This design comes from an exercise in tuning for small area, a short achievable clock period and few clock cycles per item on the open sky130 flow, not from production work.
The RTL was checked by simulation tests, not by an equivalence proof against the original design.

## flow/design.v (module list and top-level ports; edited modules follow where they fit)
// module r4_rnd_sat: 13 lines
// module r4_addsub_sat: 17 lines
// module r4_addsub: 14 lines
// module r4_rot: 1502 lines
// module r4_booth_enc: 26 lines
// module r4_butterfly: 122 lines
module r4_butterfly (
    input  wire        clk,
    input  wire        rst,
    input  wire        in_valid,
    output wire        in_ready,
    input  wire [1:0]  in_kind,
    input  wire        in_dir,
    input  wire [31:0] in_a,
    input  wire [31:0] in_b,
    input  wire [31:0] in_c,
    input  wire [31:0] in_d,
    input  wire [31:0] in_w1,
    input  wire [31:0] in_w2,
    input  wire [31:0] in_w3,
    output reg         out_valid,
    output reg  [31:0] out_o0,
    output reg  [31:0] out_o1,
    output reg  [31:0] out_o2,
    output reg  [31:0] out_o3
);
  // ...
==> flow/run.sh <==
#!/bin/bash
# synth_recipe.tcl (not shown) runs the flow's synth.tcl, then flattens the netlist and writes it again
# the make line also repeats each setting of config.mk as NAME=value (left out here)
make -C /OpenROAD-flow-scripts/flow DESIGN_CONFIG=/design/flow/config.mk WORK_HOME=/design/flow/orfs CLKGATE_MAP_FILE= SYNTH_SCRIPT=/design/flow/synth_recipe.tcl finish
==> flow/config.mk <==
export PLATFORM = sky130hd
export DESIGN_NAME = r4_butterfly
export DESIGN_NICKNAME = r4_butterfly
export VERILOG_FILES = /design/flow/design.v
export SDC_FILE = /design/flow/constraint.sdc
export NUM_CORES = 4
export LEC_CHECK = 0
export CAP_MARGIN = 20
export CORE_MARGIN = 2
export CORE_UTILIZATION = 50
export PLACE_DENSITY = 0.6
export SLEW_MARGIN = 20
==> flow/constraint.sdc <==
create_clock -name core_clock -period 12.0 [get_ports {clk}]
set_input_delay 2.4000 -clock core_clock [delete_from_list [all_inputs] [get_ports {clk}]]
set_output_delay 2.4000 -clock core_clock [all_outputs]
set_load 0.01 [all_outputs]
==> summary.txt, run 1 <==
STA
  – Final Cycle Share: 56.07%
  – Final setup viols: 0
  – Max-slew violations: 0
  – Final worst slack: 5272 ps

Clocking
  – CTS clk-pin slew, worst paths: 60 ps
  – Latest clock arrival within the worst-skew pair: 870 ps
  – CTS HTree Levels: 4

Critical path
  – Critical Path Max Stage Delay: 740 ps
  – Setup crit start kind: input pin

Min path
  – Cell depth of the worst min-delay path: 0

Routing
  – Post-route ant nets: 0
  – Residual DRC: 0
  – Drt pass-1 iters: 8
  – Met3 WL: 42,550 um
  – Max Used Layer: met5

Layout
  – Fin util: 54.71%
  – Seq cells: 1,246

Die
  – Initial core utilization: 50.24%
  – Cell Rows: 178

Outcome
  – Status: complete, no violations

Global routing
  – Initial antenna violation count: 9
  – Final global-route overflow total: 0
  – Vias in the first global route: 99,350

Synthesis
  – Synth Area per Inst: 9.347 um^2
  – Cell count after synthesis: 12,630
  – Share of synthesized registers carrying an async set or reset: 0%

Placement
  – Placed insts: 15,300
  – Routability Congestion: 0.9160
Testbench counts, summed over its fixed seeds: cycles 4,128, items 4,096.
==> run 2, diff against run 1 <==
==> flow/flow/run.sh (new file) <==
#!/bin/bash
# The standard layout (standard.sh: the standard flow's synthesis and ORFS flow), with timing
# repair aiming for more setup slack than the default, and without gate cloning.
set -euo pipefail
bash standard.sh SETUP_SLACK_MARGIN=7.3 SKIP_GATE_CLONING=1 finish > orfs_flow.log 2>&1
==> flow/standard.sh (new file) <==
#!/bin/bash
# synth_recipe.tcl (not shown) runs the flow's synth.tcl, then flattens the netlist and writes it again
# the make line also repeats each setting of config.mk as NAME=value (left out here)
make -C /OpenROAD-flow-scripts/flow DESIGN_CONFIG=/design/flow/config.mk WORK_HOME=/design/flow/orfs CLKGATE_MAP_FILE= SYNTH_SCRIPT=/design/flow/synth_recipe.tcl "${@:-finish}"
removed: flow/run.sh
==> run 2 against run 1 <==
  * Critical path depth up 2
  * Flip-flop and latch count unchanged
  * First-iteration DRC count up 7.2%
  * Clock skew up 3.7 ps
  * Synthesized cell count unchanged
  * Final cell count up 0.86%
  * Synthesized area unchanged
  * Via count up 1.7%
  * Wire length up 1.9%
  * Non-clock buffer count up 142
==> summary.txt, run 2 <==
STA
  – Tightest Pin Transition: 1258 ps (was 1237 ps)
  – FMAX: 207.4 MHz (was 148.6 MHz)
  – Hold Vio Cnt, Final: 0 (unchanged)
  – Slew Limit Headroom: 16.13% (was 17.52%)
  – Final Cycle Share: 40.17% (was 56.07%)
  – Max-slew violations: 0 (unchanged)
  – Skew final: 48.70 ps (was 45.02 ps)
  – Final setup viols: 0 (unchanged)
  – RSZ-0062 raised after global routing: true (was false)
  – Setup TNS after final layout: 0 ps (unchanged)
  – Tmin final: 4821 ps (was 6728 ps)
  – Final worst slack: 7179 ps (was 5272 ps)

Routing
  – Post-DR vias/cell: 6.135 (was 6.084)
  – Drt pass-1 iters: 9 (was 8)
  – Final WL: 416,300 um (was 408,400 um)
  – First DRT Iteration DRCs: 10,980 (was 10,250)
  – Residual DRC: 0 (unchanged)
  – Total number of vias: 96,390 (was 94,780)
  – Post-route ant nets: 0 (unchanged)
  – Wire per inst: 26.49 um (was 26.21 um)

Die
  – Die H: 489.9 um (unchanged)
  – Core area: 0.2350 mm^2 (unchanged)
  – Cell Rows: 178 (unchanged)
  – Die area: 0.2400 mm^2 (unchanged)
  – Chip Width: 489.9 um (unchanged)
  – Initial core utilization: 50.24% (unchanged)
  – IO Pins: 360 (unchanged)

Placement
  – Routability Congestion: 0.9121 (was 0.9160)
  – Pre-CTS WS: 5154 ps (was 4444 ps)
  – PortBufs: 358 (unchanged)
  – Detailed placer's ending HPWL: 263,200 um (was 262,800 um)

Clocking
  – CTS Buf Count: 147 (was 146)
  – CTS clk-pin slew, worst paths: 60 ps (about the same)
  – CTS tree: done (unchanged)
  – Longest Clk Path Bufs: 3 (unchanged)
  – Latest clock arrival within the worst-skew pair: 870 ps (about the same)
  – Root buffer cell: clkbuf_16 (unchanged)
  – CTS Hold Bufs: 0 (unchanged)
  – Sink Count: 1,246 (unchanged)
  – CTS HTree Levels: 4 (unchanged)

Critical path
  – Setup crit start kind: input pin (unchanged)
  – Critical path peak fanout: 7 (was 63)
  – Worst R2R Start: s1_rx[4]$_DFF_P_ (was u_rot1.re_q9_2$_DFF_P_)
  – Arrival time of the worst setup path: 5630 ps (was 7490 ps)
  – R2R Setup Slk: 7380 ps (was 6740 ps)
  – R2R depth: 13 (was 12)
  – CP required: 12,810 ps (was 12,760 ps)
  – Critical path class: input pin to register (unchanged)
  – CP Capture Type: register (unchanged)
  – Critical path capture point: s1_rx[4]$_DFF_P_ (was s1_rx[10]$_DFF_P_)
  – Worst Setup SP: in_b[0] (was in_kind[0])
  – Reg-to-reg endpoint: s2_d[12]$_DFF_P_ (was out_o1[11]$_SDFF_PN1_)

Layout
  – Layout area overhead: 11.77% (was 8.878%)
  – Reg with most FFs: s2_e1 (unchanged)
  – Largest register FFs: 49 (unchanged)
  – Most frequent cells in the layout: 1,494 x inv_1, 1,476 x a22oi_1, 1,400 x fa_1 (was 1,519 x inv_1, 1,487 x a22oi_1, 1,416 x fa_1)
  – Nets@finish: 14,750 (was 14,600)
  – # fillers: 20,630 (was 21,100)
  – Most common cell after layout, fill and taps aside: inv_1 (unchanged)
  – Top flop regs: s2_e1: 49 flops, s2_e2: 48 flops, s2_e3: 48 flops (unchanged)
  – Share of layout cells above drive strength 1: 9.524% (was 5.985%)

Synthesis
  – Top FF cell, synth: dfxtp_1 (unchanged)
  – Synth unique cells: 122 (unchanged)
  – #FFs+latches synth: 1,246 (unchanged)
  – Cell count after synthesis: 12,630 (unchanged)
  – Synth Area per Inst: 9.347 um^2 (unchanged)
  – Share of synthesized registers carrying an async set or reset: 0% (unchanged)
  – Post-synth EDFFs: 0 (unchanged)
  – Post-synth top cells: 1,519 x inv_1, 1,487 x a22oi_1, 1,416 x fa_1 (unchanged)
  – Top-area cell type share of the netlist area: 24.01% (unchanged)
  – Synth top area cells: fa_1 24%, dfxtp_1 21%, xnor2_1 9.5%, a22oi_1 9.5%, ha_1 7.0% (unchanged)
  – Post-synthesis instance area: 0.1181 mm^2 (unchanged)
  – Top-count cell post-synth: inv_1 (unchanged)
  – Sequential share of the synthesized area: 21.13% (unchanged)
  – Synth area leader: fa_1 (unchanged)
  – Syn_nets: 14,930 (unchanged)
  – Synth Warn #: 2 (unchanged)

Global routing
  – Initial antenna violation count: 8 (was 9)
  – First-pass GRT wire length: 626,600 um (was 617,300 um)
  – Pin count of the biggest net entering global routing: 85 (was 91)
  – GRT Overall Usage: 34.00% (was 33.49%)
  – Vias in the first global route: 100,800 (was 99,350)
  – Final global-route overflow total: 0 (unchanged)

Outcome
  – Status: complete, no violations (unchanged)

Job
  – Max-cap violations: 0 (unchanged)

Min path
  – HP Class: register to register (unchanged)
## run 2: critical path, stage by stage
cell and delay [ps]:
buf_12 80, ha_4 120, inv_2 30, fa_2 340, nand2b_4 160, fa_2 350
o21bai_1 200, a21oi_2 100, o221a_2 290, o311ai_2 240, a31oi_1 150, nor2_1 150
o21ba_4 180, nor2_4 60, xnor2_2 160, or3_4 410, buf_6 160, nand2_2 50
## run 2: layout make-up
| type | instances | area (um^2) | share of cell area (%) |
|---|---|---|---|
| clock buffer | 207 | 4257 | 3.226 |
| clock inverter | 59 | 947.2 | 0.7178 |
| antenna | 4 | 10.01 | 0.007586 |
| timing repair buffer | 735 | 6720 | 5.093 |
| multi-input combinational | 8774 | 85160 | 64.54 |
| tap | 3150 | 3941 | 2.987 |
| inverter | 1537 | 5822 | 4.412 |
| sequential | 1246 | 25090 | 19.02 |
## run 2: how the worst min path moves through the flow
stage | from | slack [ps] | to | depth (start not counted)
2_1_floorplan | s3_a[0]$_DFF_P_ | 310 | out_o0[0]$_DFF_P_ | 0
3_3_place_gp | s3_a[24]$_DFF_P_ | 310 | out_o0[24]$_DFF_P_ | 0
3_5_place_dp | s3_a[12]$_DFF_P_ | 310 | out_o0[12]$_DFF_P_ | 0
4_1_cts | s2_a[24]$_DFF_P_ | 320 | s3_a[24]$_DFF_P_ | 0
5_1_grt | s2_a[16]$_DFF_P_ | 330 | s3_a[16]$_DFF_P_ | 0
6_report | s2_a[24]$_DFF_P_ | 320 | s3_a[24]$_DFF_P_ | 0
## run 2: per-layer routing
metal / wire length, um / GRT usage (%) / vias up
li1: - / - / 41160
met1: 162900 / 44.28 / 47690
met2: 184700 / 53.21 / 6022
met3: 44810 / 7.732 / 1518
met4: 23910 / 16.68 / 4
met5: 27 / 0 / -
## run 2: logic make-up after synthesis
logic type,synth area share [%]
compound gates,16.85
other cells,0.003176
fa+ha+maj,31.04
buf+inv,8.356
flops,21.13
mux,0.8648
simple gates,7.124
xor+xnor,14.63
## run 2: stage by stage
step	instance area (um^2)	utilization (%)	hold slack, ps	std cells
finish	132000	56.16	322.6	15710
detailed placement	124000	52.79	312.1	15300
global route	131900	56.16	329.5	15710
global placement	124000	52.78	313.6	15300
CTS	130600	55.58	323.2	15660
floorplan	118700	-	309.6	12630
## run 2: repair_timing
| action | CTS | global route |
|---|---|---|
| setup buffers | 91 | 47 |
| setup endpoints to repair | 179 | 208 |
| resized for setup | 230 | 225 |
| pin swaps | 81 | 102 |
| gates cloned | 0 | 0 |

separate check: timing with driven ports:
No port has a modelled driver above. Below, the same layouts with a new extraction and two added sets of constraints.
Step 1 (the two cells are an assumption about what drives the block):
set clk [get_ports {clk}]
set_driving_cell -lib_cell sky130_fd_sc_hd__clkbuf_16 $clk
set_driving_cell -lib_cell sky130_fd_sc_hd__buf_2 [delete_from_list [all_inputs] $clk]
Step 2, shift: input delay + t, output delay - t, t = (earliest + latest rising clock arrival at the registers) / 2. This alone moves slack from input paths to output paths.
a / b / c = ideal ports / drivers / drivers and shift; a / b = the first two.
run	t, ns	setup slack, ns	worst setup path after step 2	worst register clock-pin slew, ns	cell pins on the clock port's net
run 1	0.939	5.272 / 5.343 / 4.404	input to register	0.07 / 0.07	1
run 2	0.923	7.179 / 7.195 / 6.272	input to register	0.07 / 0.07	1
After both steps every run listed still meets setup and hold. For run 2, which loses most, drivers alone change the setup slack by +0.016 ns; drivers and shift together by -0.907 ns.
